What follows belongs to an exercise in optimizing a design on an open flow for small area, a short achievable clock period and few clock cycles per item; a production flow would make more cautious choices. The RTL was checked by simulation tests, not by an equivalence proof against the original design.

==> branch maple: inputs <==
==> flow/design.v (excerpt) <==
module wt_sine (
  input             clk,
  input             rst,
  input             in_valid,
  output            in_ready,
  input      [1:0]  in_op,
  input      [31:0] in_a,
  input      [31:0] in_b,
  output reg        out_valid,
  input             out_ready,
  output reg [31:0] out_data,
  output reg [1:0]  out_fault
);
==> flow/config.mk <==
export PLATFORM = sky130hd
export DESIGN_NAME = wt_sine
export DESIGN_NICKNAME = wt_sine
export VERILOG_FILES = /design/flow/design.v
export SDC_FILE = /design/flow/constraint.sdc
export NUM_CORES = 4
export LEC_CHECK = 0
export ABC_AREA = 1
export CAP_MARGIN = 0
export CORE_MARGIN = 2
export CORE_UTILIZATION = 50
export CTS_CLUSTER_DIAMETER = 150
export CTS_CLUSTER_SIZE = 24
export PLACE_DENSITY = 0.65
export SLEW_MARGIN = 0
export SYNTH_MEMORY_MAX_BITS = 65536
==> flow/constraint.sdc <==
create_clock -name core_clock -period 100.0 [get_ports {clk}]
set_input_delay 20.0000 -clock core_clock [delete_from_list [all_inputs] [get_ports {clk}]]
set_output_delay 20.0000 -clock core_clock [all_outputs]
set_load 0.01 [all_outputs]
standard.sh (not shown) runs the stock make flow with config.mk's settings and CLKGATE_MAP_FILE= SYNTH_SCRIPT=/design/flow/synth_recipe.tcl, a recipe that flattens the netlist after the stock synthesis.
==> flow/flow/run.sh <==
#!/bin/bash
# Own flow: the standard layout (standard.sh, all steps unchanged) with one
# difference: the port buffers that global placement inserts on every input
# and output are sky130_fd_sc_hd__buf_2 cells instead of the resizer's default
# choice (a clkdlybuf4s50 delay cell). The full make output goes to
# standard_flow.log in this folder.
set -euo pipefail
export BUFFER_PORTS_ARGS="-buffer_cell sky130_fd_sc_hd__buf_2"
bash standard.sh > standard_flow.log 2>&1
==> inputs of branch garnet, as changes to branch maple <==
Settings changed: CORE_UTILIZATION 50 to 40, CTS_CLUSTER_DIAMETER 150 to not set, CTS_CLUSTER_SIZE 24 to not set, PLACE_DENSITY 0.65 to 0.55.
==> inputs of branch juniper, as changes to branch maple <==
==> flow/run.sh (new file) <==
#!/bin/bash
# synth_recipe.tcl (not shown) runs the flow's synth.tcl, then flattens the netlist and writes it again
# the make line also repeats each setting of config.mk as NAME=value (left out here)
make -C /OpenROAD-flow-scripts/flow DESIGN_CONFIG=/design/flow/config.mk WORK_HOME=/design/flow/orfs CLKGATE_MAP_FILE= SYNTH_SCRIPT=/design/flow/synth_recipe.tcl finish
Settings changed: CORE_UTILIZATION 50 to 40, CTS_CLUSTER_DIAMETER 150 to not set, CTS_CLUSTER_SIZE 24 to not set, PLACE_DENSITY 0.65 to 0.55.
removed: flow/flow/run.sh
removed: flow/standard.sh
==> qor summary <==
metric	branch juniper	branch garnet	branch maple
Result of the run	no timing/DRC/antenna violations	no timing/DRC/antenna violations	no timing/DRC/antenna violations
Met1 GRT Util	0.402	0.405	0.476
Fill cells	9,518	9,557	7,374
Area of placed instances	38,800 um2	38,300 um2	38,000 um2
Met3 wire length	11,900 um	11,200 um	14,200 um
Critical Path Slowest Stage Cell	clkdlybuf4s50_1	edfxtp_1	edfxtp_1
Final worst-path cycle share	0.215	0.211	0.211
Cell count of the worst reg-to-reg path	106	107	105
Clkbuf count	35	31	18
Antenna Diode Count	0	1	0
# placed instances	6,315	6,309	6,097
Final wirelength	152,000 um	152,000 um	142,000 um
Testbench counts of branch maple, summed over its fixed seeds: cycles 32,032, items 32,000.
Testbench counts of branch garnet, summed over its fixed seeds: cycles 32,032, items 32,000.
Testbench counts of branch juniper, summed over its fixed seeds: cycles 32,032, items 32,000.

========
==> inputs of v31 <==
wt_sine, a different RTL version from the one above (not shown whole).
## wt_sine
module wt_sine (
  input             clk,
  input             rst,
  input             in_valid,
  output            in_ready,
  input      [1:0]  in_op,
  input      [31:0] in_a,
  input      [31:0] in_b,
  output reg        out_valid,
  input             out_ready,
  output reg [31:0] out_data,
  output reg [1:0]  out_fault
);
  reg        v1;
  reg [1:0]  op1;
  reg [31:0] a1, b1;
  reg        v2;
  reg [1:0]  f2;
  reg [8:0]  j2;
  reg [23:0] g2;
  reg signed [9:0] ef2;
  reg        v3;
  reg [1:0]  f3;
  reg [8:0]  j3;
  reg [23:0] pm3;
  reg        up3, pg3, ps3;
  reg [4:0]  dd3;
  reg        dbig3;
  reg [7:0]  ea3;
  reg        sk_valid;
  reg [31:0] sk_data;
  reg [1:0]  sk_fault;
  reg        rdy;
  wire adv = !sk_valid;
  assign in_ready = rdy;
  wire [1:0]  f1;
  wire [8:0]  j1;
  wire [23:0] n1;
  wire [7:0]  bf1;
  wt_front u_front (.op(op1), .a(a1), .b(b1), .fault(f1), .j(j1), .n(n1), .bf(bf1));
  wire [23:0]       g1;
  wire signed [9:0] ef1;
  wt_norm u_norm (.n(n1), .bf(bf1), .g(g1), .ef(ef1));
  wire        odd2 = j2[7];
  wire [6:0]  m2   = odd2 ? ~j2[6:0] : j2[6:0];
  wire [7:0]  k2   = {1'b0, m2} + {7'd0, odd2};
  wire        qz2  = !odd2 && (j2[6:0] == 7'd0);
  wire [22:0] dv;
  wt_drom u_drom (.m(m2), .d(dv));
  wire [25:0] qv2;
  wt_qrom u_qrom2 (.k(k2), .q(qv2));
  wire [23:0]       pm2;
  wire              up2, pg2, ps2;
  wire signed [9:0] e02;
  wt_prod u_prod (.df(dv[19:0]), .de(dv[22:20]), .g(g2), .ef(ef2), .nr(qz2),
                  .m(pm2), .up(up2), .pg(pg2), .ps(ps2), .e0(e02));
  wire signed [9:0] ea2 = qz2 ? ((e02 < 10'sd1) ? 10'sd1 : e02) : $signed({7'd15, qv2[25:23]});
  wire signed [9:0] dd2 = ea2 - e02;
  ...
clock: 100.0 ns
lec_check: 0
abc_area: 1
cap_margin: 0
core_margin: 2
core_utilization: 40
place_density: 0.55
slew_margin: 0
synth_memory_max_bits: 65536
==> flow/flow/run.sh <==
#!/bin/bash
# Own flow: the standard layout (standard.sh, all steps unchanged) with one
# difference: the port buffers that global placement inserts on every input
# and output are sky130_fd_sc_hd__buf_2 cells instead of the resizer's default
# choice (a clkdlybuf4s50 delay cell). The full make output goes to
# standard_flow.log in this folder.
set -euo pipefail
export BUFFER_PORTS_ARGS="-buffer_cell sky130_fd_sc_hd__buf_2"
bash standard.sh > standard_flow.log 2>&1
==> v6 (differences from v31) <==
==> flow/run.sh (new file) <==
#!/bin/bash
# synth_recipe.tcl (not shown) runs the flow's synth.tcl, then flattens the netlist and writes it again
# the make line also repeats each setting of config.mk as NAME=value (left out here)
make -C /OpenROAD-flow-scripts/flow DESIGN_CONFIG=/design/flow/config.mk WORK_HOME=/design/flow/orfs CLKGATE_MAP_FILE= SYNTH_SCRIPT=/design/flow/synth_recipe.tcl finish
removed: flow/flow/run.sh
removed: flow/standard.sh
==> comparison table <==
|  | v31 | v6 |
|---|---|---|
| Transition time at the pin with the least slew margin | 1240 ps | 1330 ps |
| FF-to-FF setup slack | 79870 ps | 80010 ps |
| Num CTS Buffers | 27 | 30 |
| Run status | no timing/DRC/antenna violations | no timing/DRC/antenna violations |
| Number of stages on the worst hold path | 0 | 2 |
| Clock latency (worst-skew pair) | 610 ps | 620 ps |
| Worst setup path endpoint | out_data[1] | out_valid |
| Post-CTS clock slew at the launch and capture registers of the worst setup and hold paths | 70 ps | 60 ps |
| Layout overhead on the synthesized area | 6.66% | 8.45% |
| Largest driver fanout on the critical path | 1 | 3 |
| Final clock-cell share | 0.0218 | 0.0259 |
| Total half-perimeter wirelength after legalization and detailed placement | 127 mm | 122 mm |
Testbench counts of v31, summed over its fixed seeds: cycles 32,032, items 32,000.
Testbench counts of v6, summed over its fixed seeds: cycles 32,032, items 32,000.

==> what the ideal ports hide <==
The flow's constraints put no driver on any port. The routed layouts listed below were extracted and timed again, unchanged, in two steps. Step 1, drivers: a clkbuf_16 drives clk and a buf_2 each remaining input, both assumed. Step 2 adds t to the input delays and takes it off the output delays; t is the mean of the earliest and latest rising clock arrival at the registers after step 1. Input paths then give back, and output paths get back, about the clock's delay inside the block. Three values: no drivers, after step 1, after step 2; two values: the first two.
run | t, ns | slack for setup (ns) | clock arrival spread, ns | cell pins on the clock port's net
branch maple | 0.609 | 78.932 / 78.862 / 78.844 | 0.038 / 0.038 | 1
branch garnet | 0.653 | 78.892 / 78.821 / 79.035 | 0.022 / 0.023 | 1
branch juniper | 0.673 | 78.478 / 78.413 / 78.422 | 0.013 / 0.013 | 1
v31 | 0.658 | 78.901 / 78.829 / 79.046 | 0.044 / 0.044 | 1
v6 | 0.665 | 78.529 / 78.457 / 78.599 | 0.056 / 0.056 | 1
After both steps setup and hold are still met in every run listed. The setup slack of branch maple, which loses most, moves by -0.070 ns with the drivers and by -0.088 ns with both steps.
